Background: an optimization exercise with open tools, aiming at small area. Do not read the settings as production practice.
RTL that was checked went through simulation tests only; none was proved equivalent to the original.
No functional check of the RTL was part of run 1.
Power is estimated from default activity; no workload was simulated.

File: design/flow/config.mk
export PLATFORM = sky130hd
export DESIGN_NAME = ym7128b
export DESIGN_NICKNAME = ym7128b
export VERILOG_FILES = /design/flow/design.v
export SDC_FILE = /design/flow/constraint.sdc
export NUM_CORES = 8
export LEC_CHECK = 0
export CAP_MARGIN = 20
export CORE_MARGIN = 2
export CORE_UTILIZATION = 65
export SLEW_MARGIN = 20
export SYNTH_HIERARCHICAL = 1
File: design/flow/constraint.sdc
create_clock -name core_clock -period 100.0 [get_ports {clk}]
set_input_delay 20.0000 -clock core_clock [delete_from_list [all_inputs] [get_ports {clk}]]
set_output_delay 20.0000 -clock core_clock [all_outputs]
set_load 0.01 [all_outputs]
File: design/flow/design.v
module ym7128b (
    input  wire        clk,
    input  wire        rst,
    input  wire        cmd_valid,
    output wire        cmd_ready,
    input  wire [31:0] cmd,
    output reg         rd_valid,
    output wire [7:0]  rd_data,
    output reg         smp_valid,
    output reg  [13:0] smp_l0,    
    output reg  [13:0] smp_r0,
    output reg  [13:0] smp_l1,    
    output reg  [13:0] smp_r1     
);
    integer i, b;
    wire [3:0] op     = cmd[31:28];
    wire is_reset     = (cmd == 32'h1000_0000);
    wire is_start     = (cmd == 32'h2000_0000);
    wire is_stop      = (cmd == 32'h3000_0000);
    wire is_pwron     = (cmd == 32'h8000_0000);
    wire is_write     = (op == 4'h4) && (cmd[27:16] == 12'd0);
    wire is_read      = (op == 4'h5) && (cmd[27:16] == 12'd0) && (cmd[7:0] == 8'd0);
    wire is_proc2     = (op == 4'h7);
    wire is_proc      = ((op == 4'h6) && (cmd[27:14] == 14'd0)) || is_proc2;
    wire [7:0] addr   = cmd[15:8];
    reg  [3:0] ph;       
    reg  [1:0] seg;      
    reg        fact;     
    reg        ftype;    
    reg        gate;
    wire [5:0] st = {seg, ph};
    wire pframe  = fact & ~ftype;
    wire cframe  = fact &  ftype;
    wire st47    = (seg == 2'd2) & (ph == 4'd15);
    wire st32    = (seg == 2'd2) & (ph == 4'd0);
    reg [5:0] ra [0:15];
    reg [5:0] rb [0:15];
    reg       a_ring;
    reg [3:0] a_slot;
    always @* begin
        a_ring = 1'b1; a_slot = 4'd4;            
        if (addr[7:5] == 3'd0) begin
            case (addr[4:0])
                5'd0:  begin a_ring = 1'b0; a_slot = 4'd8;  end   
                5'd1:  begin a_ring = 1'b0; a_slot = 4'd6;  end
                5'd2:  begin a_ring = 1'b0; a_slot = 4'd4;  end
                5'd3:  begin a_ring = 1'b0; a_slot = 4'd2;  end
                5'd4:  begin a_ring = 1'b0; a_slot = 4'd1;  end
                5'd5:  begin a_ring = 1'b0; a_slot = 4'd15; end
                5'd6:  begin a_ring = 1'b0; a_slot = 4'd13; end
                5'd7:  begin a_ring = 1'b0; a_slot = 4'd11; end   
                5'd8:  begin a_ring = 1'b0; a_slot = 4'd9;  end   
                5'd9:  begin a_ring = 1'b0; a_slot = 4'd7;  end
                5'd10: begin a_ring = 1'b0; a_slot = 4'd5;  end
                5'd11: begin a_ring = 1'b0; a_slot = 4'd3;  end   
                5'd12: begin a_ring = 1'b1; a_slot = 4'd0;  end   
                5'd13: begin a_ring = 1'b1; a_slot = 4'd14; end
                5'd14: begin a_ring = 1'b1; a_slot = 4'd12; end
                5'd15: begin a_ring = 1'b1; a_slot = 4'd10; end   
                5'd16: begin a_ring = 1'b0; a_slot = 4'd12; end   
                5'd17: begin a_ring = 1'b0; a_slot = 4'd10; end   
                5'd18: begin a_ring = 1'b1; a_slot = 4'd8;  end   
                5'd19: begin a_ring = 1'b1; a_slot = 4'd6;  end   
                5'd20: begin a_ring = 1'b0; a_slot = 4'd14; end   
                5'd21: begin a_ring = 1'b0; a_slot = 4'd0;  end   
                5'd22: begin a_ring = 1'b1; a_slot = 4'd2;  end   
                5'd23: begin a_ring = 1'b1; a_slot = 4'd9;  end   
                5'd24: begin a_ring = 1'b1; a_slot = 4'd7;  end
                5'd25: begin a_ring = 1'b1; a_slot = 4'd5;  end
                5'd26: begin a_ring = 1'b1; a_slot = 4'd3;  end
                5'd27: begin a_ring = 1'b1; a_slot = 4'd1;  end
                5'd28: begin a_ring = 1'b1; a_slot = 4'd15; end
                5'd29: begin a_ring = 1'b1; a_slot = 4'd13; end
                5'd30: begin a_ring = 1'b1; a_slot = 4'd11; end   
                default: begin a_ring = 1'b1; a_slot = 4'd4; end
            endcase
        end
    end
    wire slot_here = ((ph ^ a_slot) == 4'hF);
    wire lo31 = (addr[7:5] == 3'd0) && (addr[4:0] != 5'd31);
    wire lo22 = (addr[7:5] == 3'd0) && (addr[4:0] < 5'd22);
    wire [5:0] wval = {cmd[5] & lo22, cmd[4:0] & {5{lo31}}} & {6{~fact}};
    reg ready;
    always @* begin
        if (is_proc)
            ready = gate ? (pframe & st47) : ~fact;
        else if (is_read || is_write)
            ready = ~fact & slot_here;
        else if (is_pwron || is_reset)
            ready = cframe & st32;
        else
            ready = ~fact;
    end
    assign cmd_ready = ready;
    wire fire  = cmd_valid & ready;
    wire wfire = fire & is_write;
    wire zfire = fire & is_proc & ~gate;        
    wire insA = (cframe & (seg == 2'd0)) | (wfire & ~a_ring);
    wire insB = (cframe & (seg == 2'd0)) | (wfire &  a_ring);
    always @(posedge clk) begin
        for (i = 15; i > 0; i = i - 1) begin
            ra[i] <= ra[i-1];
            rb[i] <= rb[i-1];
        end
        ra[0] <= insA ? wval : ra[15];
        rb[0] <= insB ? wval : rb[15];
    end
    reg rsel;
    always @(posedge clk) if (fire) rsel <= a_ring;
    assign rd_data = {2'b00, rsel ? rb[0] : ra[0]};
    wire go_clr  = cmd_valid & (is_pwron | is_reset);
    wire go_proc = cmd_valid & is_proc & gate;
    always @(posedge clk) begin
        if (rst) begin
            ph <= 4'd0; seg <= 2'd0; fact <= 1'b1; ftype <= 1'b1; gate <= 1'b0;
        end else begin
            ph <= ph + 4'd1;
            if (!fact) begin
                if (ph == 4'd15 && (go_clr || go_proc)) begin
                    fact  <= 1'b1;
                    ftype <= go_clr;
                end
            end else if ((ftype & st32) | (~ftype & st47)) begin
                fact <= 1'b0;
                seg  <= 2'd0;
            end else if (ph == 4'd15) begin
                seg <= seg + 2'd1;
            end
            if (fire & (is_pwron | is_stop)) gate <= 1'b0;
            else if (fire & is_start)        gate <= 1'b1;
        end
    end
    wire [4:0] j    = st[5:1];
    wire [5:0] st1  = st + 6'd1;
    wire [4:0] jn   = st1[5:1];                
    wire       half = ph[0];
    reg [5:0] gf;
    always @* begin
        case (seg)
            2'd0:    gf = half ? ra[1] : ra[0];
            2'd1:    gf = half ? ra[2] : ra[1];
            default: gf = (ph[3:2] == 2'b11) ? (half ? rb[5] : rb[4]) : (half ? rb[1] : rb[0]);
        endcase
    end
    wire [4:0] tap = (st[5:2] == 4'd0) ? (half ? rb[3][4:0] : rb[4][4:0])
                                       : (half ? rb[0][4:0] : rb[1][4:0]);
    reg [13:0] dly [0:31];
    reg [4:0]  q;                    
    wire dwr = cframe ? (st != 6'd0)
                      : (pframe & (st >= 6'd8) & (st <= 6'd39) & (q == 5'd31));
    always @(posedge clk) begin
        for (i = 31; i > 0; i = i - 1) dly[i] <= dly[i-1];
        dly[0] <= dwr ? smp_l0 : dly[31];
        q <= q + 5'd1 + {4'd0, pframe & st47};
    end
    wire n_fb  = pframe & (jn == 5'd1);
    wire n_tap = pframe & (jn >= 5'd4) & (jn <= 5'd19);
    reg [4:0] raddr; reg rc;
    always @* begin
        rc = ~n_fb;
        for (b = 0; b < 5; b = b + 1) begin
            raddr[b] = q[b] ^ ~tap[b] ^ rc;
            rc = (q[b] & ~tap[b]) | (q[b] & rc) | (~tap[b] & rc);
        end
    end
    wire [15:0] rsel1h = 16'd1 << raddr[4:1];
    wire [13:0] drd;
    ym7128b_rdmux u_rdmux (
        .sel(rsel1h),
        .d0(dly[0]),   .d1(dly[2]),   .d2(dly[4]),   .d3(dly[6]),
        .d4(dly[8]),   .d5(dly[10]),  .d6(dly[12]),  .d7(dly[14]),
        .d8(dly[16]),  .d9(dly[18]),  .d10(dly[20]), .d11(dly[22]),
        .d12(dly[24]), .d13(dly[26]), .d14(dly[28]), .d15(dly[30]),
        .y(drd));
    wire tzero = (tap == 5'd0);
    reg [13:0] ylp, prevl, prevr;
    wire sel_y  = pframe & ((jn == 5'd0) | (jn == 5'd3));
    wire sel_d  = n_fb | (n_tap & ~tzero);
    wire sel_a  = n_tap & tzero;
    wire sel_x  = pframe & (jn == 5'd2);
    wire sel_l  = pframe & ((jn == 5'd20) | (jn == 5'd22));
    wire sel_r  = pframe & (jn == 5'd21);
    wire sel_xr = sel_x & is_proc2;
    wire sel_pl = pframe & (jn == 5'd22);
    wire sel_pr = pframe & ((jn == 5'd21) | (jn == 5'd23));
    wire avg    = sel_xr | sel_r | sel_pl;
    wire [13:0] opa = ({14{sel_y}} & ylp)    | ({14{sel_d}} & drd)    | ({14{sel_a}} & smp_l0)
                    | ({14{sel_x}} & cmd[13:0]) | ({14{sel_l}} & smp_l1) | ({14{sel_r}} & smp_r1);
    wire [13:0] opb = ({14{sel_xr}} & cmd[27:14]) | ({14{sel_pl}} & prevl) | ({14{sel_pr}} & prevr);
    reg [14:0] u; reg uc, ua, ub;
    always @* begin
        uc = 1'b0;
        for (b = 0; b < 15; b = b + 1) begin
            ua = opa[(b < 14) ? b : 13];
            ub = opb[(b < 14) ? b : 13];
            u[b] = ua ^ ub ^ uc;
            uc = (ua & ub) | (ua & uc) | (ub & uc);
        end
    end
    wire        us  = u[14];
    wire [14:0] uv  = u ^ {15{us}};
    wire [12:0] opm = avg ? uv[13:1] : uv[12:0];
    wire        oc  = us & (~avg | uv[0]);
    wire caseb = (sel_d & (raddr[0] ^ ~half)) | sel_a | (pframe & (jn == 5'd0));
    wire ld    = pframe & (half ? ~caseb : caseb);
    wire byp   = pframe & ~half & caseb;
    reg  [13:0] opr;
    always @(posedge clk) if (ld) opr <= {oc, opm};
    wire [12:0] mopm = byp ? opm : opr[12:0];
    wire        moc  = byp ? oc  : opr[13];
    reg [12:0] mag;
    always @* begin
        case (gf[4:0])
            5'd0:  mag = 13'd0;    5'd1:  mag = 13'd8;    5'd2:  mag = 13'd10;   5'd3:  mag = 13'd12;
            5'd4:  mag = 13'd16;   5'd5:  mag = 13'd20;   5'd6:  mag = 13'd25;   5'd7:  mag = 13'd32;
            5'd8:  mag = 13'd41;   5'd9:  mag = 13'd51;   5'd10: mag = 13'd65;   5'd11: mag = 13'd81;
            5'd12: mag = 13'd103;  5'd13: mag = 13'd129;  5'd14: mag = 13'd163;  5'd15: mag = 13'd205;
            5'd16: mag = 13'd259;  5'd17: mag = 13'd326;  5'd18: mag = 13'd410;  5'd19: mag = 13'd516;
            5'd20: mag = 13'd650;  5'd21: mag = 13'd819;  5'd22: mag = 13'd1031; 5'd23: mag = 13'd1298;
            5'd24: mag = 13'd1634; 5'd25: mag = 13'd2057; 5'd26: mag = 13'd2590; 5'd27: mag = 13'd3261;
            5'd28: mag = 13'd4105; 5'd29: mag = 13'd5168; 5'd30: mag = 13'd6507; default: mag = 13'd8191;
        endcase
    end
    wire [6:0] dig = half ? {1'b0, mag[12:7]} : mag[6:0];
    reg  [12:0] pp;
    wire [12:0] acc = half ? pp : (mag & {13{moc}});
    reg  [19:0] x;
    reg  [12:0] row;
    reg  [13:0] win;    
    reg         mc, r0, r1;
    always @* begin
        x = 20'd0;
        win = {1'b0, acc};
        for (i = 0; i < 7; i = i + 1) begin
            row = mopm & {13{dig[i]}};
            mc = 1'b0;
            for (b = 0; b < 13; b = b + 1) begin
                r0 = win[b] ^ row[b] ^ mc;
                r1 = (win[b] & row[b]) | (win[b] & mc) | (row[b] & mc);
                win[b] = r0;
                mc = r1;
            end
            x[i] = win[0];
            win = {1'b0, win[13] ^ mc, win[12:1]};
        end
        x[19:7] = win[12:0];
    end
    always @(posedge clk) pp <= x[19:7];
    wire [12:0] qm  = x[18:6];                
    reg         us_s;
    always @(posedge clk) if (ld) us_s <= us;
    wire        us_m = byp ? us : us_s;
    wire        neg = us_m ^ gf[5];
    wire d_a = pframe & ((j == 5'd1) | (j == 5'd3));
    wire d_l = pframe & (j >= 5'd5)  & (j <= 5'd11);
    wire d_r = pframe & (j >= 5'd13) & (j <= 5'd19);
    wire [13:0] dst = ({14{d_a}} & smp_l0) | ({14{d_l}} & smp_l1) | ({14{d_r}} & smp_r1);
    wire [13:0] add = {1'b0, qm} ^ {14{neg}};
    reg  [14:0] sum; reg sc, sa, sb;
    always @* begin
        sc = neg;
        for (b = 0; b < 15; b = b + 1) begin
            sa = dst[(b < 14) ? b : 13];
            sb = add[(b < 14) ? b : 13];
            sum[b] = sa ^ sb ^ sc;
            sc = (sa & sb) | (sa & sc) | (sb & sc);
        end
    end
    wire        zero = cframe | zfire;
    reg  [13:0] res;
    always @* begin
        if (zero)                         res = 14'd0;
        else if (sum[14] != sum[13])      res = sum[14] ? 14'h2000 : 14'h1FFF;
        else                              res = sum[13:0];
    end
    wire c0  = cframe & (st == 6'd0);
    wire c1  = cframe & (st == 6'd1);
    wire h2  = pframe & half;
    wire we_a  = c0 | zfire | (h2 & ((j == 5'd0) | (j == 5'd2) | (j == 5'd3) | (j == 5'd20)));
    wire we_y  = c0 | (h2 & (j == 5'd1));
    wire we_l  = c0 | zfire | (h2 & (((j >= 5'd4) & (j <= 5'd11)) | (j == 5'd22)));
    wire we_r  = c0 | zfire | (h2 & (((j >= 5'd12) & (j <= 5'd19)) | (j == 5'd21)));
    wire we_pl = c1 | (h2 & (j == 5'd22));
    wire we_pr = c1 | (h2 & (j == 5'd21));
    always @(posedge clk) begin
        if (we_a)  smp_l0 <= res;
        if (we_y)  ylp    <= res;
        if (we_l)  smp_l1 <= res;
        if (we_r)  smp_r1 <= res;
        smp_r0 <= res;                        
        if (we_pl) prevl  <= smp_l1;
        if (we_pr) prevr  <= smp_r1;
    end
    always @(posedge clk) begin
        if (rst) begin
            rd_valid  <= 1'b0;
            smp_valid <= 1'b0;
        end else begin
            rd_valid  <= fire & is_read;
            smp_valid <= fire & is_proc;
        end
    end
endmodule
module ym7128b_rdmux (
    input  wire [15:0] sel,
    input  wire [13:0] d0, d1, d2, d3, d4, d5, d6, d7,
    input  wire [13:0] d8, d9, d10, d11, d12, d13, d14, d15,
    output wire [13:0] y
);
    assign y = ({14{sel[0]}}  & d0)  | ({14{sel[1]}}  & d1)  | ({14{sel[2]}}  & d2)  | ({14{sel[3]}}  & d3)
             | ({14{sel[4]}}  & d4)  | ({14{sel[5]}}  & d5)  | ({14{sel[6]}}  & d6)  | ({14{sel[7]}}  & d7)
             | ({14{sel[8]}}  & d8)  | ({14{sel[9]}}  & d9)  | ({14{sel[10]}} & d10) | ({14{sel[11]}} & d11)
             | ({14{sel[12]}} & d12) | ({14{sel[13]}} & d13) | ({14{sel[14]}} & d14) | ({14{sel[15]}} & d15);
endmodule
File: design/flow/flow/run.sh
#!/bin/bash
# The standard layout (standard.sh: standard synthesis, floorplan, power
# grid, placement, CTS, routing), built with two changes:
#  * port buffers use the smallest buffer, buf_1, instead of clkdlybuf4s50_1
#    (every port still gets its own buffer);
#  * clock tree: clkbuf_4 leaf clusters of up to 10 sinks within 40 um, and no
#    dummy loads.  The clock is not delayed or skewed on purpose.
# Each tool's full output is in standard.log.
set -euo pipefail
export BUFFER_PORTS_ARGS="-buffer_cell sky130_fd_sc_hd__buf_1"
export CTS_ARGS="-sink_clustering_enable -repair_clock_nets -dont_use_dummy_load -buf_list sky130_fd_sc_hd__clkbuf_4 -sink_clustering_size 10 -sink_clustering_max_diameter 40"
bash standard.sh > standard.log 2>&1
File: design/flow/standard.sh
#!/bin/bash
# synth_recipe.tcl (not shown) runs the flow's synth.tcl, then flattens the netlist and writes it again
# the make line also repeats each setting of config.mk as NAME=value (left out here)
make -C /OpenROAD-flow-scripts/flow DESIGN_CONFIG=/design/flow/config.mk WORK_HOME=/design/flow/orfs CLKGATE_MAP_FILE= SYNTH_SCRIPT=/design/flow/synth_recipe.tcl "${@:-finish}"
==> results of run 1 <==
[worst min-delay path by stage]
stage	startpoint	slack [ps]	end
floorplan	dly[9][0]	310	dly[10][0]
global placement	dly[11][13]	310	dly[12][13]
detailed placement	dly[1][2]	310	dly[2][2]
CTS	rb[2][4]	280	rb[3][4]
global route	rb[2][4]	270	rb[3][4]
finish	ra[14][5]	280	ra[15][5]
[report_power, final]
part	leakage (nW)	total, W	internal (W)	switching, W
clock	0.455	0.000136	0.0000453	0.0000911
sequential	6.60	0.000371	0.000354	0.0000167
combinational	3.97	0.000161	0.0000643	0.0000964
[cells in the final DEF (no fill, tap or decap), types with 12 or more instances in the layout]
cell / count
mux2_2: 29
and3_1: 12
ha_1: 24
buf_1: 99
a22o_1: 56
a22oi_1: 47
mux2i_1: 47
a221oi_1: 60
buf_4: 39
or2_2: 16
nand2_1: 92
nand3_1: 16
edfxtp_1: 100
o21a_1: 13
dfxtp_1: 682
clkbuf_4: 99
xnor2_1: 36
nor2_1: 122
inv_1: 69
a21oi_1: 37
fa_1: 114
a222oi_1: 15
nand4_1: 32
nor3_1: 23
o21ai_0: 25
[worst reg2reg max path: cells and delay by family, from the launching register on]
family / cells / cell delay (ps)
xor+xnor: 4 / 830
fa+ha+maj: 45 / 20810
flops: 1 / 490
buf+inv: 4 / 890
simple gates: 6 / 1400
mux: 2 / 930
compound gates: 5 / 2070
[cells in the mapped netlist, types with 10 or more instances]
library cell	instances	area, sq um
a21oi_1	39	195.2
a221oi_1	60	525.5
a222oi_1	15	150.1
a22o_1	56	490.5
a22oi_1	47	352.8
and3_1	12	75.07
buf_2	10	50.05
buf_6	10	112.6
clkbuf_1	52	195.2
dfxtp_1	683	13670
edfxtp_1	100	3003
fa_1	114	2282
ha_1	24	300.3
inv_1	69	259.0
mux2_2	29	326.6
mux2i_1	48	480.5
nand2_1	92	345.3
nand2b_1	11	68.82
nand3_1	16	80.08
nand4_1	32	200.2
nor2_1	124	465.5
nor3_1	27	135.1
o21a_1	13	97.59
o21ai_0	26	130.1
or2_2	16	100.1
xnor2_1	36	315.3
[Yosys stat by module (local to each module, per instance)]
module | cells inside | area, sq um
ym7128b | 1790 | 24740
ym7128b_rdmux | 142 | 1206
[sequential cells by signal (all words and copies together), names as in the netlist, 13 cells and up]
| signal | cells |
|---|---|
| opr | 14 |
| ra | 96 |
| smp_r0 | 14 |
| prevl | 14 |
| smp_l0 | 14 |
| ylp | 14 |
| smp_r1 | 14 |
| prevr | 14 |
| smp_l1 | 14 |
| pp | 13 |
| dly | 448 |
| rb | 96 |
[layer usage]
| layer | GRT usage | vias to the layer above | part of all wire |
|---|---|---|---|
| met5 | 0 | - | 0.00037 |
| met4 | 0.1348 | 4 | 0.046 |
| met3 | 0.06408 | 159 | 0.060 |
| met2 | 0.5209 | 562 | 0.50 |
| met1 | 0.3748 | 7753 | 0.39 |
| li1 | - | 7137 | - |
[area by class of cell]
| cell class | count | share of cell area |
|---|---|---|
| repair buffers | 138 | 0.02404 |
| clock buffers | 99 | 0.02689 |
| inverters | 70 | 0.009508 |
| multi-input cells | 994 | 0.3119 |
| flip-flops and latches | 783 | 0.6035 |
| diodes | 4 | 0.0003622 |
| well taps | 525 | 0.02377 |
[through the flow]
| stage | instance area (sq um) | utilization |
|---|---|---|
| 6_report | 27640 | 0.6988 |
| 2_1_floorplan | 25950 | - |
| 5_1_grt | 27640 | 0.6988 |
| 3_5_place_dp | 26870 | 0.6794 |
| 3_3_place_gp | 26870 | 0.6793 |
| 4_1_cts | 27610 | 0.6982 |
[cell families after synthesis]
logic type / Yosys count
other: 1
adders and majority gates: 138
AOI/OAI and AO/OA: 337
xor gates and xnor gates: 41
muxes: 90
and+or+nand+nor: 386
DFF: 783
buffers and inverters: 156
==> results.py, run 1 <==
metrics = {
    "worst_setup_path": {
        "slowest_stage": "nor3b_1",
        "cp-end-kind": "output pin",
        "required_ps": 80000,
        "crit_arrival_ps": 22790,
        "crit_type": "in -> out",
        "timing.rr.start": "seg[1]",
        "crit_chain": "buf_1 -> nor3b_1 -> and4_1 -> nand2_1 -> a2111oi_0 -> a31oi_1 -> a21oi_1 -> buf_1",
        "startpoint": "cmd[30]",
        "path_depth": 8,
        "r2r_slack_ps": 72300,
        "rr_worst_depth": 66,
        "r2r_end": "smp_r1[12]",
        "path_buf_inv": 2,
        "slowest_delay_ps": 930,
        "cp-endpoint": "cmd_ready",
        "path_delay_family": "simple AND/OR/NAND/NOR gates",
        "cp_common_cell": "buf_1",
        "start_kind": "input pin",
        "cp_max_fo": 3,
    },
    "hold_path": {
        "hold_path_class": "reg -> reg",
        "hold_depth": 0,
    },
    "routing": {
        "drc": 0,
        "drtPass1Iterations": 9,
        "via_per_inst": 5.976,
        "dr_total_vias": 15615,
        "drt_iter0_drc": 1452,
        "ant_nets": 0,
        "wl_per_cell_um": 23.66,
        "wirelength_um": 61830,
    },
    "place": {
        "dpl.hpwl_um": 44230,
        "globalplace.congestion": 0.9903,
        "port-buffer-count": 99,
        "numPlacedInstances": 2510,
        "pre_cts_ws_ps": 57100,
    },
    "synthesis": {
        "muxShareOfSynthArea": 0.04133,
        "synthArstFlopShare": 0,
        "synth_top_family_by_area": "compound AO/OA/AOI/OAI gates",
        "synth_cell_types": 85,
        "synthXorXnorAreaFrac": 0.01413,
        "seq_area_frac_synth": 0.6427,
        "yosysWarningCount": 13,
        "ys_seq_elements": 783,
        "syn_inst": 1932,
        "yosys.area_share.simple": 0.07344,
        "synth_area_sq_um": 25950,
        "synth.avg_cell_area_sq_um": 13.43,
        "synth-main-ff-cell": "dfxtp_1",
        "synth_adder_area_share": 0.09953,
        "synth_edf_count": 100,
        "synth_compound_area_frac": 0.1019,
    },
    "clocking": {
        "h-tree-depth": 3,
        "clock_latency_ps": 870,
        "ctsRootBufferMaster": "clkbuf_4",
        "cts_setup_buffers": 0,
        "post_cts_resized": 0,
        "clk_pin_slew_ps": 100,
        "cts_sinks": 783,
        "cts_hold_buf": 0,
        "clockBufferDepth": 3,
        "cts_buffers": 99,
        "cts_tree": "built",
    },
    "die": {
        "rows": 73,
        "die_area_sq_um": 41530,
        "die-height_um": 203.8,
        "dieWidth_um": 203.8,
        "design.core.area_sq_um": 39550,
        "ios": 102,
        "start_util": 0.6561,
    },
    "sta": {
        "rsz0062_at_grt": "false",
        "tightest_slew_ps": 1138,
        "slew_viol_final": 0,
        "setup_tns_ps": 0,
        "setup_viol": 0,
        "hold_slack_ps": 275.5,
        "period_needed_ps": 42790,
        "finalClockSkew_ps": 111.1,
        "relSlewSlack": 0.2394,
        "fin_crit_sh": 0.4279,
        "finalHoldViolCount": 0,
        "fmax_ghz": 0.02337,
        "setup_ws_ps": 57210,
    },
    "global_route": {
        "grt_pass1_vias": 15763,
        "grt_usage": 0.3051,
        "overflow": 0,
        "antenna_found_initial": 4,
        "grt_max_degree": 51,
        "grt_pass1_wl_um": 93520,
    },
    "job": {
        "maxCapViolCount": 0,
    },
    "finish": {
        "regArea_sq_um": 16680,
        "fillers": 2841,
        "finalNonFillerCells": 2613,
        "nets": 2259,
        "drive_above_1_share": 0.1065,
        "multi_input_area_sq_um": 8621,
        "area_delta_synth_final_pct": 6.505,
    },
    "power": {
        "powerDensity_nw_per_um2": 24.17,
        "p_leak_nw": 11.03,
        "total_power_w": 0.0006680,
        "ir_worst_vdd_mv": 0.01834,
    },
    "run_status": {
        "outcome": "complete, no violations",
    },
}
==> run 2, diff against run 1 <==
--- a/design/flow/design.v
+++ b/design/flow/design.v
@@ -185,21 +185,11 @@
     wire sel_pr = pframe & ((jn == 5'd21) | (jn == 5'd23));
     wire avg    = sel_xr | sel_r | sel_pl;
-    wire [13:0] opa = ({14{sel_y}} & ylp)    | ({14{sel_d}} & drd)    | ({14{sel_a}} & smp_l0)
-                    | ({14{sel_x}} & cmd[13:0]) | ({14{sel_l}} & smp_l1) | ({14{sel_r}} & smp_r1);
-    wire [13:0] opb = ({14{sel_xr}} & cmd[27:14]) | ({14{sel_pl}} & prevl) | ({14{sel_pr}} & prevr);
-    reg [14:0] u; reg uc, ua, ub;
-    always @* begin
-        uc = 1'b0;
-        for (b = 0; b < 15; b = b + 1) begin
-            ua = opa[(b < 14) ? b : 13];
-            ub = opb[(b < 14) ? b : 13];
-            u[b] = ua ^ ub ^ uc;
-            uc = (ua & ub) | (ua & uc) | (ub & uc);
-        end
-    end
-    wire        us  = u[14];
-    wire [14:0] uv  = u ^ {15{us}};
-    wire [12:0] opm = avg ? uv[13:1] : uv[12:0];
-    wire        oc  = us & (~avg | uv[0]);
+    wire [12:0] opm;
+    wire        oc, us;
+    ym7128b_operand u_op (
+        .sel_y(sel_y), .sel_d(sel_d), .sel_a(sel_a), .sel_x(sel_x), .sel_l(sel_l), .sel_r(sel_r),
+        .sel_xr(sel_xr), .sel_pl(sel_pl), .sel_pr(sel_pr), .avg(avg),
+        .ylp(ylp), .drd(drd), .w(smp_l0), .xl(cmd[13:0]), .xr(cmd[27:14]), .lacc(smp_l1), .racc(smp_r1),
+        .prevl(prevl), .prevr(prevr), .opm(opm), .oc(oc), .us(us));
     wire caseb = (sel_d & (raddr[0] ^ ~half)) | sel_a | (pframe & (jn == 5'd0));
     wire ld    = pframe & (half ? ~caseb : caseb);
@@ -313,2 +303,28 @@
              | ({14{sel[12]}} & d12) | ({14{sel[13]}} & d13) | ({14{sel[14]}} & d14) | ({14{sel[15]}} & d15);
 endmodule
+module ym7128b_operand (
+    input  wire sel_y, sel_d, sel_a, sel_x, sel_l, sel_r, sel_xr, sel_pl, sel_pr, avg,
+    input  wire [13:0] ylp, drd, w, xl, xr, lacc, racc, prevl, prevr,
+    output wire [12:0] opm,
+    output wire        oc,
+    output wire        us
+);
+    integer b;
+    wire [13:0] opa = ({14{sel_y}} & ylp)    | ({14{sel_d}} & drd)    | ({14{sel_a}} & w)
+                    | ({14{sel_x}} & xl) | ({14{sel_l}} & lacc) | ({14{sel_r}} & racc);
+    wire [13:0] opb = ({14{sel_xr}} & xr) | ({14{sel_pl}} & prevl) | ({14{sel_pr}} & prevr);
+    reg [14:0] u; reg uc, ua, ub;
+    always @* begin
+        uc = 1'b0;
+        for (b = 0; b < 15; b = b + 1) begin
+            ua = opa[(b < 14) ? b : 13];
+            ub = opb[(b < 14) ? b : 13];
+            u[b] = ua ^ ub ^ uc;
+            uc = (ua & ub) | (ua & uc) | (ub & uc);
+        end
+    end
+    assign      us  = u[14];
+    wire [14:0] uv  = u ^ {15{us}};
+    assign opm = avg ? uv[13:1] : uv[12:0];
+    assign oc  = us & (~avg | uv[0]);
+endmodule
==> results.py, run 2 <==
metrics = {
    "routing": {
        "ant_nets": 0,
        "dr_total_vias": 15372,
        "via_per_inst": 5.995,
        "drc": 0,
        "drt_iter0_drc": 1500,
        "wirelength_um": 60250,
        "drtPass1Iterations": 8,
        "wl_per_cell_um": 23.50,
    },
    "worst_setup_path": {
        "required_ps": 80000,
        "crit_arrival_ps": 23040,
        "crit_type": "in -> out",
        "cp_max_fo": 4,
        "cp-end-kind": "output pin",
        "start_kind": "input pin",
    },
    "die": {
        "ios": 102,
        "design.core.area_sq_um": 38920,
        "die-height_um": 203.2,
        "rows": 72,
        "start_util": 0.6629,
        "dieWidth_um": 203.2,
        "die_area_sq_um": 41300,
    },
    "global_route": {
        "grt_max_degree": 38,
        "grt_usage": 0.2991,
        "overflow": 0,
        "grt_pass1_vias": 15649,
        "grt_pass1_wl_um": 92120,
        "antenna_found_initial": 4,
    },
    "sta": {
        "period_needed_ps": 43040,
        "fin_crit_sh": 0.4304,
        "setup_tns_ps": 0,
        "relSlewSlack": 0.1666,
        "slew_viol_final": 0,
        "rsz0062_at_grt": "false",
        "finalHoldViolCount": 0,
        "setup_ws_ps": 56960,
        "fmax_ghz": 0.02323,
        "hold_slack_ps": 263.0,
        "setup_viol": 0,
        "tightest_slew_ps": 1239,
        "finalClockSkew_ps": 125.6,
    },
    "finish": {
        "final_cell_mix": "dfxtp_1, nor2_1, fa_1",
        "nets": 2218,
        "largest_reg_flops": 448,
        "largest-register": "dly",
        "fillers": 2785,
        "drive_above_1_share": 0.1028,
        "mostFrequentLayoutCell": "dfxtp_1",
        "top_regs": "dly: 448 flops, ra: 96 flops, rb: 96 flops",
        "area_delta_synth_final_pct": 6.237,
        "finalNonFillerCells": 2564,
    },
    "synthesis": {
        "ys_seq_elements": 783,
        "synth.top_cell.area_share": 0.5300,
        "synth_cell_types": 77,
        "synth.avg_cell_area_sq_um": 13.59,
        "synth_edf_count": 100,
        "seq_area_frac_synth": 0.6464,
        "synth_area_leaders": "dfxtp_1, edfxtp_1, fa_1",
        "synth_area_leader_cell": "dfxtp_1",
        "yosysWarningCount": 14,
        "syn_inst": 1898,
        "synth-main-ff-cell": "dfxtp_1",
        "yosys-top-cells-count": "dfxtp_1, nor2_1, fa_1, edfxtp_1, inv_1",
        "synthArstFlopShare": 0,
        "synth_area_sq_um": 25800,
        "synth.most_common_cell": "dfxtp_1",
    },
    "hold_path": {
        "hold_path_class": "reg -> reg",
    },
    "place": {
        "numPlacedInstances": 2465,
        "pre_cts_ws_ps": 57100,
        "globalplace.congestion": 0.9280,
        "dpl.hpwl_um": 41930,
        "port-buffer-count": 99,
    },
    "clocking": {
        "cts_sinks": 783,
        "cts_hold_buf": 0,
        "clockBufferDepth": 3,
        "cts_tree": "built",
        "post_cts_resized": 0,
        "cts_buffers": 96,
        "clk_pin_slew_ps": 110,
        "clock_latency_ps": 850,
        "ctsRootBufferMaster": "clkbuf_4",
        "cts_setup_buffers": 0,
        "h-tree-depth": 3,
    },
    "job": {
        "maxCapViolCount": 0,
    },
    "power": {
        "powerDensity_nw_per_um2": 21.86,
        "ir_worst_vdd_mv": 0.01597,
        "p_leak_nw": 11.01,
    },
    "run_status": {
        "outcome": "complete, no violations",
    },
}
run 2: per-stage QoR:
step,instance area [sq um],power [W],utilization
after CTS,27380,0.0006034,0.7035
after global placement,26660,0.0004661,0.6850
after floorplan,25800,0.0004321,-
after detailed placement,26660,0.0004696,0.6850
final,27410,0.0005992,0.7043
after global routing,27410,0.0006264,0.7043
run 2: cell families after synthesis:
| family | Yosys count | share of synthesized area |
|---|---|---|
| AO/OA/AOI/OAI | 345 | 0.1045 |
| XOR/XNOR | 42 | 0.01702 |
| adder cells (fa/ha/maj) | 138 | 0.1001 |
| buffers and inverters | 171 | 0.03114 |
| flip-flops | 783 | 0.6464 |
| multiplexers | 85 | 0.03904 |
| other | 1 | 0.0001454 |
| AND/OR/NAND/NOR | 333 | 0.06169 |
run 2: per-module statistics from Yosys (local to each module, per instance):
| module | flops+latches | cell area, sq um | copies in the design |
|---|---|---|---|
| ym7128b | 783 | 23410 | 1 |
| ym7128b_rdmux | 0 | 1206 | 1 |
| ym7128b_operand | 0 | 1182 | 1 |
run 2: area by class of cell:
cell class	instances	area (sq um)	area share
flip-flops and latches	783	16680	0.6085
repair buffers	136	649.4	0.02369
inverters	83	311.5	0.01137
clock buffers	96	720.7	0.02630
multi-input cells	945	8393	0.3062
diodes	3	7.507	0.0002739
well taps	518	648.1	0.02365
run 2: power breakdown:
part	switching, W	total [W]	internal, W	leakage (nW)
Sequential	0.0000173	0.000370	0.000353	6.62
Combinational	0.0000581	0.0000925	0.0000345	3.95
Clock	0.0000922	0.000136	0.0000441	0.442
run 2: worst max-delay path, stage by stage:
cell and delay, ps:
buf_1 80, nor4_1 1030, nand4_1 560, a21o_1 330
a211o_1 230, nor4_1 280, nor2_1 100, nor2_1 230
buf_1 190
run 2: path summary, 6_finish.rpt:
check        cells past startpoint      start  slack, ps         end
max                              9    cmd[26]      56960   cmd_ready
min                              0  dly[0][5]        260   dly[1][5]
max reg2reg                     72     seg[0]      72770  smp_r1[11]
min reg2reg                      0  dly[0][5]        260   dly[1][5]
run 2: layer usage:
layer | GRT usage | up-vias | wire [um]
met3 | 0.06967 | 111 | 5702
met2 | 0.4453 | 703 | 26410
met1 | 0.4348 | 7575 | 26620
met4 | 0.1022 | 0 | 1523
met5 | 0 | - | 0
li1 | - | 6983 | -
==> run 3, diff against run 2 <==
--- a/design/flow/design.v
+++ b/design/flow/design.v
@@ -135,14 +135,20 @@
     wire [4:0] jn   = st1[5:1];                
     wire       half = ph[0];
-    reg [5:0] gf;
-    always @* begin
-        case (seg)
-            2'd0:    gf = half ? ra[1] : ra[0];
-            2'd1:    gf = half ? ra[2] : ra[1];
-            default: gf = (ph[3:2] == 2'b11) ? (half ? rb[5] : rb[4]) : (half ? rb[1] : rb[0]);
-        endcase
-    end
-    wire [4:0] tap = (st[5:2] == 4'd0) ? (half ? rb[3][4:0] : rb[4][4:0])
-                                       : (half ? rb[0][4:0] : rb[1][4:0]);
+    wire tph  = (st[5:2] == 4'd0);
+    wire g_hi = (seg == 2'd2) & (ph[3:2] == 2'b11);
+    wire [6:0] gsel = {
+        (seg == 2'd2) &  g_hi &  half,                   
+        (seg == 2'd2) &  g_hi & ~half,                   
+        (seg == 2'd2) & ~g_hi &  half,                   
+        (seg == 2'd2) & ~g_hi & ~half,                   
+        (seg == 2'd1) &  half,                           
+        ((seg == 2'd1) & ~half) | ((seg == 2'd0) & half),  
+        (seg == 2'd0) & ~half};                          
+    wire [3:0] tsel = {tph & ~half, tph & half, ~tph & ~half, ~tph & half};   
+    wire [5:0] gf;
+    wire [4:0] tap;
+    ym7128b_regrd u_regrd (.gsel(gsel), .tsel(tsel),
+        .a0(ra[0]), .a1(ra[1]), .a2(ra[2]), .b0(rb[0]), .b1(rb[1]), .b3(rb[3]), .b4(rb[4]), .b5(rb[5]),
+        .gf(gf), .tap(tap));
     reg [13:0] dly [0:31];
     reg [4:0]  q;                    
@@ -329,2 +335,13 @@
     assign oc  = us & (~avg | uv[0]);
 endmodule
+module ym7128b_regrd (
+    input  wire [6:0] gsel,
+    input  wire [3:0] tsel,
+    input  wire [5:0] a0, a1, a2, b0, b1, b3, b4, b5,
+    output wire [5:0] gf,
+    output wire [4:0] tap
+);
+    assign gf  = ({6{gsel[0]}} & a0) | ({6{gsel[1]}} & a1) | ({6{gsel[2]}} & a2) | ({6{gsel[3]}} & b0)
+               | ({6{gsel[4]}} & b1) | ({6{gsel[5]}} & b4) | ({6{gsel[6]}} & b5);
+    assign tap = ({5{tsel[0]}} & b0[4:0]) | ({5{tsel[1]}} & b1[4:0]) | ({5{tsel[2]}} & b3[4:0]) | ({5{tsel[3]}} & b4[4:0]);
+endmodule
==> results.py, run 3 <==
metrics = {
    "power": {
        "powerDensity_nw_per_um2": 19.57,
        "power_frac_seq": 0.683,
        "p_leak_nw": 10.89,
        "ir_worst_vdd_mv": 0.01666,
        "combPwrFrac": 0.063,
        "power.share.switching": 0.2441,
        "p_clk_frac": 0.254,
        "p_sw_w": 0.0001304,
        "p_int_w": 0.0004038,
    },
    "synthesis": {
        "synth.most_common_cell": "dfxtp_1",
        "yosysWarningCount": 14,
        "synth_area_leaders": "dfxtp_1, edfxtp_1, fa_1",
        "synth-main-ff-cell": "dfxtp_1",
        "yosys-top-cells-count": "dfxtp_1, nor2_1, fa_1, edfxtp_1, nand2_1",
        "syn_inst": 1898,
        "synth_area_leader_cell": "dfxtp_1",
        "synth.top_cell.area_share": 0.5327,
        "ys_seq_elements": 783,
        "synthArstFlopShare": 0,
        "seq_area_frac_synth": 0.6496,
        "synth.avg_cell_area_sq_um": 13.52,
        "synth_cell_types": 77,
        "synth_area_sq_um": 25670,
        "synth_edf_count": 100,
    },
    "sta": {
        "period_needed_ps": 42790,
        "rsz0062_at_grt": "false",
        "setup_viol": 0,
        "setup_tns_ps": 0,
        "setup_ws_ps": 57210,
        "fin_crit_sh": 0.4279,
        "finalClockSkew_ps": 134.0,
        "slew_viol_final": 0,
        "relSlewSlack": 0.2567,
        "finalHoldViolCount": 0,
        "fmax_ghz": 0.02337,
        "tightest_slew_ps": 1108,
    },
    "finish": {
        "mostFrequentLayoutCell": "dfxtp_1",
        "largest-register": "dly",
        "drive_above_1_share": 0.09907,
        "nets": 2225,
        "final_cell_mix": "dfxtp_1, nor2_1, fa_1",
        "largest_reg_flops": 448,
        "top_regs": "dly: 448 flops, ra: 96 flops, rb: 96 flops",
        "area_delta_synth_final_pct": 6.337,
        "fillers": 2827,
        "regArea_sq_um": 16680,
        "multi_input_area_sq_um": 8322,
    },
    "die": {
        "dieWidth_um": 202.7,
        "ios": 102,
        "design.core.area_sq_um": 38830,
        "rows": 72,
        "die-height_um": 202.7,
        "die_area_sq_um": 41100,
        "start_util": 0.6611,
    },
    "place": {
        "globalplace.congestion": 0.9745,
        "pre_cts_ws_ps": 57010,
        "dpl.hpwl_um": 42810,
        "port-buffer-count": 99,
    },
    "clocking": {
        "cts_sinks": 783,
        "cts_hold_buf": 0,
        "h-tree-depth": 3,
        "clockBufferDepth": 3,
        "clk_pin_slew_ps": 100,
        "cts_buffers": 96,
        "post_cts_resized": 0,
        "cts_tree": "built",
        "cts_setup_buffers": 0,
        "clock_latency_ps": 870,
        "ctsRootBufferMaster": "clkbuf_4",
    },
    "run_status": {
        "outcome": "complete, no violations",
    },
    "hold_path": {
        "hold_depth": 0,
        "hold_path_class": "reg -> reg",
    },
    "job": {
        "maxCapViolCount": 0,
    },
    "routing": {
        "drt_iter0_drc": 1680,
        "wl_per_cell_um": 23.87,
        "dr_total_vias": 15585,
        "drtPass1Iterations": 9,
        "ant_nets": 0,
        "drc": 0,
        "via_per_inst": 6.069,
        "wirelength_um": 61300,
    },
    "global_route": {
        "grt_usage": 0.3034,
        "antenna_found_initial": 2,
        "overflow": 0,
        "grt_pass1_wl_um": 92360,
        "grt_pass1_vias": 15707,
        "grt_max_degree": 39,
    },
    "worst_setup_path": {
        "crit_arrival_ps": 22790,
        "required_ps": 80000,
        "cp_max_fo": 4,
        "start_kind": "input pin",
        "crit_type": "in -> out",
        "cp-end-kind": "output pin",
        "rr_worst_depth": 70,
    },
}
## run 3: logic make-up after synthesis
kind of cell,count (synthesis),synth area share
fa+ha+maj,140,0.1015
xor+xnor,42,0.01462
other cells,1,0.0001461
simple gates,369,0.07126
flops,783,0.6496
mux,68,0.02866
compound gates,340,0.1055
buf+inv,155,0.02866
## run 3: worst max-delay path: stages
cell and delay [ps]:
buf_1 130, nor4_2 680, nand2_1 250, or4_4 610, nor3_4 230, mux2i_1 280
a211oi_2 130, a21oi_1 290, buf_1 190
## run 3: cell type report
cell class | instances | share of cell area
flip-flops and latches | 783 | 0.6109
multi-input cells | 961 | 0.3049
clock buffers | 96 | 0.02640
repair buffers | 135 | 0.02379
well taps | 518 | 0.02374
inverters | 74 | 0.01018
diodes | 1 | 0.00009168
## run 3: modules after synthesis (local to each module, per instance)
module	cell area, sq um	cells inside
ym7128b_operand	1182	139
ym7128b_regrd	274.0	39
ym7128b	23010	1578
ym7128b_rdmux	1206	142
## run 3: path summary, 6_finish.rpt
kind              slack, ps    endpoint        from
setup / recovery      57210   cmd_ready      cmd[5]
hold / removal          240  dly[29][3]  dly[28][3]
setup reg to reg      73250  smp_r1[11]      seg[1]
hold reg to reg         240  dly[29][3]  dly[28][3]
## run 3: layer usage
| metal | vias up | part of all wire | wire length, um | track usage |
|---|---|---|---|---|
| met1 | 7692 | 0.43 | 26070 | 0.4312 |
| met3 | 100 | 0.11 | 6874 | 0.08860 |
| met5 | - | 0.00021 | 13 | 0 |
| met4 | 2 | 0.020 | 1233 | 0.08733 |
| met2 | 773 | 0.44 | 27120 | 0.4572 |
| li1 | 7018 | - | - | - |
## run 3: power groups by stage
| stage | Sequential (W) | Clock [W] | Combinational (W) |
|---|---|---|---|
| 2_1_floorplan | 0.000365 | 0 | 0.0000184 |
| 3_3_place_gp | 0.000370 | 0 | 0.0000327 |
| 3_5_place_dp | 0.000371 | 0 | 0.0000333 |
| 4_1_cts | 0.000365 | 0.000139 | 0.0000334 |
| 5_1_grt | 0.000368 | 0.000151 | 0.0000359 |
| 6_report | 0.000365 | 0.000136 | 0.0000338 |
## run 3: through the flow
step / hold WS (ps) / area, sq um / instances / util / total power [W]
after floorplan: 309.6 / 25670 / 1899 / - / 0.0003837
after global placement: 309.6 / 26530 / 2468 / 0.6832 / 0.0004029
after detailed placement: 312.1 / 26540 / 2469 / 0.6836 / 0.0004047
after CTS: 238.3 / 27260 / 2565 / 0.7021 / 0.0005366
after global routing: 232.7 / 27300 / 2568 / 0.7030 / 0.0005545
final: 237.1 / 27300 / 2568 / 0.7030 / 0.0005342

## re-timing with driven ports
The flow's constraints put no driver on any port. The routed layouts listed below were extracted and timed again, unchanged, in two steps. Step 1 assumes that a clkbuf_16 drives the clock port and a buf_2 every other input. Step 2 moves the port delays by t, midway between the first and last clock arrival at a register: inputs arrive t later, outputs are due t later. That takes back most of the time a late clock gives input paths. Slacks: ideal ports / drivers / drivers and shift; pairs: ideal ports / drivers.
run	shift t [ns]	slack for setup (ns)	slew at the worst register clock pin (ns)	worst slew at a driven data input, ns	cell pins on the clock port's net
run 1	0.872	57.213 / 57.188 / 57.086	0.11 / 0.11	0.07	1
run 2	0.847	56.960 / 56.937 / 56.937	0.11 / 0.11	0.09	1
run 3	0.854	57.213 / 57.193 / 57.193	0.11 / 0.11	0.08	1
After both steps setup and hold are still met in every run listed. For run 1, which loses most, drivers alone change the setup slack by -0.025 ns; drivers and shift together by -0.127 ns.
